This is an optimization exercise on Yosys and OpenROAD, whose aim is small area, not a production implementation.
In this exercise RTL edits were held to simulation tests only and were not proved equivalent to the original.
Power figures rest on the tool's default switching activity, not on a simulated workload.

<file path="flow/config.mk">
export PLATFORM = sky130hd
export DESIGN_NAME = trit_tx
export DESIGN_NICKNAME = trit_tx
export VERILOG_FILES = /design/flow/design.v
export SDC_FILE = /design/flow/constraint.sdc
export NUM_CORES = 4
export LEC_CHECK = 0
export ABC_AREA = 1
export CAP_MARGIN = 0
export CORE_MARGIN = 2
export CORE_UTILIZATION = 40
export SLEW_MARGIN = 0
</file>
<file path="flow/constraint.sdc">
create_clock -name core_clock -period 10.0 [get_ports {clk}]
set_input_delay 2.0000 -clock core_clock [delete_from_list [all_inputs] [get_ports {clk}]]
set_output_delay 2.0000 -clock core_clock [all_outputs]
set_load 0.01 [all_outputs]
</file>
<file path="flow/design.v">
module trit_tx (
    input  wire        clk,
    input  wire        rst,           
    input  wire        tick,          
    input  wire        cmd_valid,
    output wire        cmd_ready,
    input  wire [2:0]  cmd_op,
    input  wire [4:0]  cmd_ntrits,    
    input  wire [23:0] cmd_trits,     
    input  wire [15:0] cmd_period,
    input  wire [7:0]  cmd_replog,
    input  wire [31:0] cmd_a,         
    input  wire [31:0] cmd_b,         
    input  wire [2:0]  cmd_pin,
    output reg         rsp_valid,
    output reg  [2:0]  rsp_status,
    output reg  [31:0] rsp_word,
    output reg         rsp_same,
    output reg  [7:0]  pin_out
);
    localparam [2:0] S_OK              = 3'd0;
    localparam [2:0] S_E_OP_RESERVED   = 3'd1;
    localparam [2:0] S_E_TRIT_COUNT    = 3'd2;
    localparam [2:0] S_E_PERIOD_RANGE  = 3'd3;
    localparam [2:0] S_E_REPEAT_RANGE  = 3'd4;
    localparam [2:0] S_E_PAYLOAD_RANGE = 3'd5;
    localparam [2:0] S_E_RESERVED_CODE = 3'd6;
    localparam [1:0] PH_IDLE  = 2'd0;
    localparam [1:0] PH_WRITE = 2'd1;
    localparam [1:0] PH_WAIT  = 2'd2;
    localparam [1:0] PH_FINAL = 2'd3;
    function has_reserved_code(input [19:0] pl);
        integer i;
        begin
            has_reserved_code = 1'b0;
            for (i = 0; i < 10; i = i + 1)
                if (pl[2*i +: 2] == 2'b01)
                    has_reserved_code = 1'b1;
        end
    endfunction
    wire count_ok   = (cmd_ntrits == 5'd12);
    wire period_ok  = (cmd_period[15:9] == 7'd0);
    wire replog_ok  = (cmd_replog[7:3] == 5'd0);
    wire pa_ok      = (cmd_a[31:20] == 12'd0);
    wire pb_ok      = (cmd_b[31:20] == 12'd0);
    wire a_code_ok  = !has_reserved_code(cmd_a[19:0]);
    wire b_code_ok  = !has_reserved_code(cmd_b[19:0]);
    reg [2:0] cmd_status;
    always @(*) begin
        cmd_status = S_OK;
        case (cmd_op)
            3'd0, 3'd4: begin
                if (!count_ok)       cmd_status = S_E_TRIT_COUNT;
                else if (!period_ok) cmd_status = S_E_PERIOD_RANGE;
                else if (!replog_ok) cmd_status = S_E_REPEAT_RANGE;
            end
            3'd1, 3'd2: cmd_status = S_OK;
            3'd3: begin
                if (!a_code_ok)      cmd_status = S_E_RESERVED_CODE;
            end
            3'd5: begin
                if (!period_ok)      cmd_status = S_E_PERIOD_RANGE;
                else if (!replog_ok) cmd_status = S_E_REPEAT_RANGE;
                else if (!pa_ok)     cmd_status = S_E_PAYLOAD_RANGE;
                else if (!pb_ok)     cmd_status = S_E_PAYLOAD_RANGE;
                else if (!a_code_ok) cmd_status = S_E_RESERVED_CODE;
                else if (!b_code_ok) cmd_status = S_E_RESERVED_CODE;
            end
            default:                 cmd_status = S_E_OP_RESERVED;
        endcase
    end
    wire ok      = (cmd_status == S_OK);
    wire is_send = (cmd_op == 3'd3) || (cmd_op == 3'd4) || (cmd_op == 3'd5);
    wire go      = is_send && ok;
    reg [1:0]  phase;
    reg        pair;          
    reg [6:0]  rep;           
    reg [3:0]  elem;          
    reg        seg;           
    reg [8:0]  wtk;           
    reg [4:0]  wper;          
    reg [2:0]  pin;
    reg [15:0] body_b;        
    wire idle     = (phase == PH_IDLE);
    wire in_write = (phase == PH_WRITE);
    wire in_wait  = (phase == PH_WAIT);
    wire in_final = (phase == PH_FINAL);
    assign cmd_ready = idle;
    wire accept = cmd_valid && idle;
    wire sel_a_lo = idle && ok && cmd_op[0];
    wire sel_t_lo = idle && ok && !cmd_op[0] && !cmd_op[1];
    wire sel_a_hi = idle && ok && cmd_op[0] && !cmd_op[2];
    wire sel_p_hi = idle && ok && !cmd_op[1] && (cmd_op[2] || !cmd_op[0]);
    wire [31:0] word_d = {{12{sel_a_hi}} & cmd_a[31:20] | {12{sel_p_hi}} & {cmd_period[8:0], cmd_replog[2:0]},
                          {20{sel_a_lo}} & cmd_a[19:0]  | {20{sel_t_lo}} & cmd_trits[19:0]};
    wire [3:0]  x_val = go ? ((cmd_op == 3'd4) ? cmd_trits[23:20] :
                              (cmd_op == 3'd5) ? cmd_b[19:16] : 4'd0)
                           : {cmd_status, (cmd_op == 3'd2) && (cmd_a[19:0] == cmd_b[19:0])};
    wire [3:0]  x_d   = idle ? x_val : 4'd0;
    wire [8:0]  per    = rsp_word[31:23];
    wire [2:0]  rlog   = rsp_word[22:20];
    wire [3:0]  xt     = {rsp_status, rsp_same};
    wire [23:0] body   = {pair ? 4'd0 : xt, rsp_word[19:0]};
    wire [1:0]  code   = body[(24 - 2 * elem) +: 2];
    wire        sync   = (elem == 4'd0);
    reg [4:0] seg_km1;
    always @(*) begin
        if (sync)                seg_km1 = seg ? 5'd30 : 5'd0;
        else if (code == 2'b11)  seg_km1 = seg ? 5'd0  : 5'd4;
        else if (code == 2'b10)  seg_km1 = seg ? 5'd3  : 5'd1;
        else                     seg_km1 = seg ? 5'd4  : 5'd0;
    end
    wire [6:0] rmask     = ~(7'h7f << rlog);
    wire       last_rep  = ((rep | ~rmask) == 7'h7f);
    wire       last_elem = (elem == 4'd12);
    wire       last_tel  = !pair;
    wire       wdone     = (wtk == 9'd0);
    wire       reload    = (wtk == 9'd1) && (wper != 5'd0);
    wire       wait_end  = in_wait && wdone;
    wire       swap      = wait_end && seg && last_elem && last_rep && !last_tel;
    wire [19:0] lo_d  = word_d[19:0] | ({20{swap}} & {xt, body_b});
    wire        hold    = !idle && !in_final;
    wire        hold_lo = hold && !swap;
    always @(posedge clk) begin
        if (rst) begin
            phase     <= PH_IDLE;
            rsp_valid <= 1'b0;
            pin_out   <= 8'd0;
        end else begin
            rsp_valid <= in_final || (accept && !go);
            if (phase[0])
                pin_out[pin] <= ~seg;
            case (phase)
                PH_IDLE:  if (accept && go) phase <= PH_WRITE;
                PH_WRITE: phase <= PH_WAIT;
                PH_WAIT:  if (wdone)
                              phase <= (seg && last_elem && last_rep && last_tel) ? PH_FINAL : PH_WRITE;
                default:  phase <= PH_IDLE;
            endcase
        end
    end
    always @(posedge clk) begin
        rsp_word[31:20] <= word_d[31:20] | ({12{hold}} & rsp_word[31:20]);
        {rsp_status, rsp_same} <= x_d | ({4{hold_lo}} & {rsp_status, rsp_same});
        rsp_word[19:0] <= lo_d | ({20{hold_lo}} & rsp_word[19:0]);
        if (idle) begin
            pin    <= cmd_pin;
            body_b <= cmd_b[15:0];
        end
        if (idle || swap)
            pair   <= idle && (cmd_op == 3'd5);
    end
    wire       tk       = in_wait && !wdone && tick;
    wire       ld_tk    = in_write || (tk && reload);
    wire       dec_tk   = tk && !reload;
    wire       hold_tk  = !ld_tk && !dec_tk;
    wire       ld_per   = in_write;
    wire       dec_per  = tk && reload;
    wire       hold_per = !ld_per && !dec_per;
    wire       seg_end  = wait_end && seg;         
    wire       adv_elem = seg_end && !last_elem;
    wire       adv_rep  = seg_end && last_elem && !last_rep;
    wire       hold_ctr = !idle && !seg_end;       
    wire       fin_go   = seg_end && last_elem && last_rep && last_tel;
    always @(posedge clk) begin
        wtk  <= ({9{ld_tk}} & per) | ({9{dec_tk}} & (wtk - 9'd1)) | ({9{hold_tk}} & wtk);
        wper <= ({5{ld_per}} & seg_km1) | ({5{dec_per}} & (wper - 5'd1)) | ({5{hold_per}} & wper);
        seg  <= (wait_end && !seg) || (seg && !idle && (!wait_end || fin_go));
        elem <= ({4{adv_elem}} & (elem + 4'd1)) | ({4{hold_ctr}} & elem);
        rep  <= ({7{adv_rep}} & (rep + 7'd1)) | ({7{hold_ctr || adv_elem}} & rep);
    end
endmodule
</file>
<file path="flow/flow/run.sh">
#!/bin/bash
# Standard ORFS layout with these changes: synthesis maps with an area-oriented
# ABC script (flow/abc_area.script) and without the adder cell map, the port
# buffers use the smallest buffer cell, and CTS inserts no dummy loads.
# The make output goes to flow.log; each step's own log is under orfs/logs/.
set -euo pipefail
here=$(pwd)
cp -r "$FLOW_HOME/scripts" "$here/scripts"
cp "$here/flow/abc_area.script" "$here/scripts/abc_area.script"
export BUFFER_PORTS_ARGS="-buffer_cell sky130_fd_sc_hd__buf_1"
export CTS_ARGS="-sink_clustering_enable -repair_clock_nets -dont_use_dummy_load -buf_list sky130_fd_sc_hd__clkbuf_8"
bash standard.sh SCRIPTS_DIR="$here/scripts" ADDER_MAP_FILE= finish > flow.log 2>&1
</file>
<file path="flow/flow/abc_area.script">
strash
&get -n
&deepsyn -T 60
&put
&get -n
&dch -f
&nf -a -R 1000
&put
mfs3 -a
topo
</file>
<file path="flow/standard.sh">
#!/bin/bash
# synth_recipe.tcl (not shown) runs the flow's synth.tcl, then flattens the netlist and writes it again
# the make line also repeats each setting of config.mk as NAME=value (left out here)
make -C /OpenROAD-flow-scripts/flow DESIGN_CONFIG=/design/flow/config.mk WORK_HOME=/design/flow/orfs CLKGATE_MAP_FILE= SYNTH_SCRIPT=/design/flow/synth_recipe.tcl "${@:-finish}"
</file>
==> summary.txt <==
==> synth_stat cells, types with 2 or more instances <==
cell type / number / area, sq um
dfxtp_1: 73 / 1460
nand2_1: 68 / 255
clkinv_1: 52 / 195
a222oi_1: 36 / 360
o21ai_0: 35 / 175
nor2_1: 29 / 109
edfxtp_1: 20 / 601
nor4_1: 18 / 113
nand3_1: 17 / 85.1
o22ai_1: 16 / 100
a21oi_1: 15 / 75.1
nor3_1: 13 / 65.1
a221oi_1: 8 / 70.1
a22oi_1: 7 / 52.6
o211ai_1: 6 / 45.0
xnor2_1: 6 / 52.6
nand2b_1: 5 / 31.3
or2_0: 5 / 31.3
xor2_1: 5 / 43.8
a31oi_1: 4 / 25.0
nand4_1: 4 / 25.0
a21o_1: 3 / 22.5
a32o_1: 3 / 30.0
mux2i_1: 3 / 30.0
nor2b_1: 3 / 18.8
or3_1: 3 / 18.8
or4_1: 3 / 22.5
a211o_1: 2 / 17.5
a22o_1: 2 / 17.5
a311oi_1: 2 / 17.5
a31o_1: 2 / 17.5
and2_0: 2 / 12.5
and3_1: 2 / 12.5
nand3b_1: 2 / 15.0
nor3b_1: 2 / 15.0
o221ai_1: 2 / 17.5
o2bb2ai_1: 2 / 17.5
==> per-layer routing <==
| layer | up-vias | track usage (%) | routed length (um) |
|---|---|---|---|
| li1 | 2257 | - | - |
| met1 | 2198 | 33.3 | 6370 |
| met2 | 204 | 39.5 | 6670 |
| met3 | 17 | 4.04 | 1030 |
| met4 | 0 | 9.52 | 238 |
| met5 | - | 0 | 0 |
==> path summary, 6_finish.rpt <==
| kind | startpoint | to | depth (start not counted) | slack, ps |
|---|---|---|---|---|
| hold / removal | rsp_word[19] | rsp_word[19] | 2 | 470 |
| hold reg to reg | rsp_word[19] | rsp_word[19] | 2 | 470 |
| setup reg to reg | wtk[4] | rsp_status[1] | 11 | 6740 |
| setup / recovery | cmd_a[13] | rsp_word[20] | 14 | 5010 |
==> sequential cells by signal, indices dropped and copies added, names as in the netlist <==
signal      flops
elem            4
pin_out         8
rep             7
wtk             9
wper            5
pair            1
rsp_valid       1
rsp_same        1
phase           2
pin             3
rsp_word       32
seg             1
body_b         16
rsp_status      3
==> placed cells by master, fill, tap and decap left out, drive strengths merged, types with 4 or more instances in the layout <==
cell type,Yosys,routed
clkbuf,0,9
buf,0,177
dfxtp,73,73
a222oi,36,36
nand2,68,68
a22oi,7,7
nor4,18,18
o211ai,6,6
o22ai,16,16
a31oi,4,4
o21ai,35,35
xor2,5,5
nand4,4,4
or2,5,5
a21oi,15,15
nand3,17,17
nor2,29,29
a221oi,8,8
nand2b,5,5
clkinv,52,52
xnor2,6,6
edfxtp,20,20
nor3,13,13
==> through the flow <==
stage	worst slack, ps	utilization [%]	hold WS, ps	area [sq um]	total power [mW]
6_report	5010	51.0	467	5310	0.820
5_1_grt	4660	51.0	494	5310	0.863
4_1_cts	5060	51.0	472	5310	0.827
3_5_place_dp	4660	49.8	461	5190	0.625
3_3_place_gp	4850	49.8	449	5190	0.622
2_1_floorplan	4010	-	439	4320	0.554
==> cell families after synthesis <==
logic type | count (synthesis) | share of synthesized area (%)
and+or+nand+nor | 177 | 19.4
AOI/OAI and AO/OA | 150 | 25.5
DFF | 93 | 47.7
buffers and inverters | 52 | 4.51
xor gates and xnor gates | 11 | 2.23
muxes | 3 | 0.694
==> where the power goes <==
part | switching, mW | internal, mW | leakage, nW
sequential | 0.0390 | 0.428 | 0.808
combinational | 0.0877 | 0.0635 | 0.944
clock | 0.121 | 0.0808 | 0.0647
==> worst max-delay path, cell delays in order <==
cell and delay, ps:
buf_1 190, clkinv_1 90, a221oi_1 300, o221ai_1 170
nor3_1 260, nand3_1 150, nand2_1 90, nand2_1 50
a221oi_1 350, nand3_1 220, nor3_1 430, or2_0 670
a222oi_1 230, clkinv_1 90
==> area by class of cell <==
type	instances	area, sq um	area share [%]
clock buffers	9	124	2.33
inverters	52	195	3.67
multi-input cells	341	2080	39.1
flip-flops and latches	93	2060	38.8
well taps	136	170	3.20
repair buffers	177	683	12.9
==> impl_results.md <==
- RSZ-0062 raised after global routing: no
- Crit path arrival time: 5300 ps
- DP Wirelength: 10900 um
- CTS tree: built
- FILL cells: 1037
- Worst Path Max Fanout: 12
- Clk slew on worst S/H paths: 80 ps
- CTS buffer count: 9
- Most used DFF post-synth: dfxtp_1
- Req. time, crit path: 10320 ps
- VDD IR max: 0.0640 mV
- Post-CTS Resized: 0
- CORE AREA: 10400 sq um
- Postcts setup bufs: 0
- Routability cong.: 0.912
- Period utilization: 49.9%
- Antenna Cells: 0
- Number of cells after detailed placement: about 800
- Congestion Overflow GR: 0
- Synth Cell Area: 4320 sq um
- CTS Sinks: 93
- Total track usage: 24.6%
- Clk buf depth: 2
- Avg WL per Cell: 17.7 um
- CTS root buf: clkbuf_8
- Vias in the first global route: 4440
- Synthesis-stage register bit count: 93
- Post-synth EDFFs: 20
- Die area: 11700 sq um
- Vias per cell: approximately 5.8
- Final Non-Filler Cells: 808
- Final ANT Viol Nets: 0
- Final setup vio count: 0
- Worst min-delay path category: reg2reg
- Layout Nets: 801
- DR vias: roughly 4700
- Drt total wl: 14300 um
- Worst slew margin: 35.5%
- Final max-slew violation count: 0
- Worst slew pin tran: 964 ps
- Crit start category: input port
- Area Overhead vs Synth: 22.9%
- Async SR Flop Fraction: 0%
- Initial antenna violation count: 0
- Port bufs: 172
- Syn_area_per_cell: 8.90 sq um
- Pwr Density: 154 nW/um^2
- Status: complete, no violations
- Hold_buf cts: 0
- Std-Cell Rows: 37
- Post-synthesis sequential area ratio: approximately 48%
- Minimum clock period: 4990 ps
- Synth warnings: 1
- Critical path class: in2reg
- Top Ports: 173
- Max_cap viols: 0
- H-tree Lvls: 3
- Setup TNS: 0 ps
- Leak pwr: 1.82 nW
- Final Hold Fails: 0
- Net Count, Synth: 613
- Die width: 108 um
- First-pass GRT wire length: 22100 um
- Pre-Repair DR Iteration Count: 11
- Initial core utilization: 41.5%
- Clock latency (worst-skew pair): 370 ps
- Die height: 108 um
- Fmax: 201 MHz
- Largest net degree at the start of global routing: 25
- Worst setup EP type: register
- Layout Skew: 12.0 ps
- Share of layout cells above drive strength 1: between 2 and 2.5%
- DRC Markers: 0
- Post-synth cell types: 43
- Syn Inst Count: 486
- Initial drt markers: 432

separate check: timing with driven ports:
No port has a modelled driver above. Below, the same layout with a new extraction and two added sets of constraints. Step 1 (the two cells are an assumption about what drives the block):
set clk [get_ports {clk}]
set_driving_cell -lib_cell sky130_fd_sc_hd__clkbuf_16 $clk
set_driving_cell -lib_cell sky130_fd_sc_hd__buf_2 [delete_from_list [all_inputs] $clk]
Step 2 adds t to the input delays and takes it off the output delays; t is the mean of the earliest and latest rising clock arrival at the registers after step 1. Input paths then give back, and output paths get back, about the clock's delay inside the block. Slacks: ideal / step 1 / step 2; pairs: ideal / step 1.
shift t [ns]: 0.398
setup WS [ns]: 5.014 / 5.024 / 4.626
worst register clock-pin slew, ns: 0.08 / 0.08
After both steps this run still meets setup and hold. The setup slack of this run moves by +0.010 ns with the drivers and by -0.388 ns with both steps.
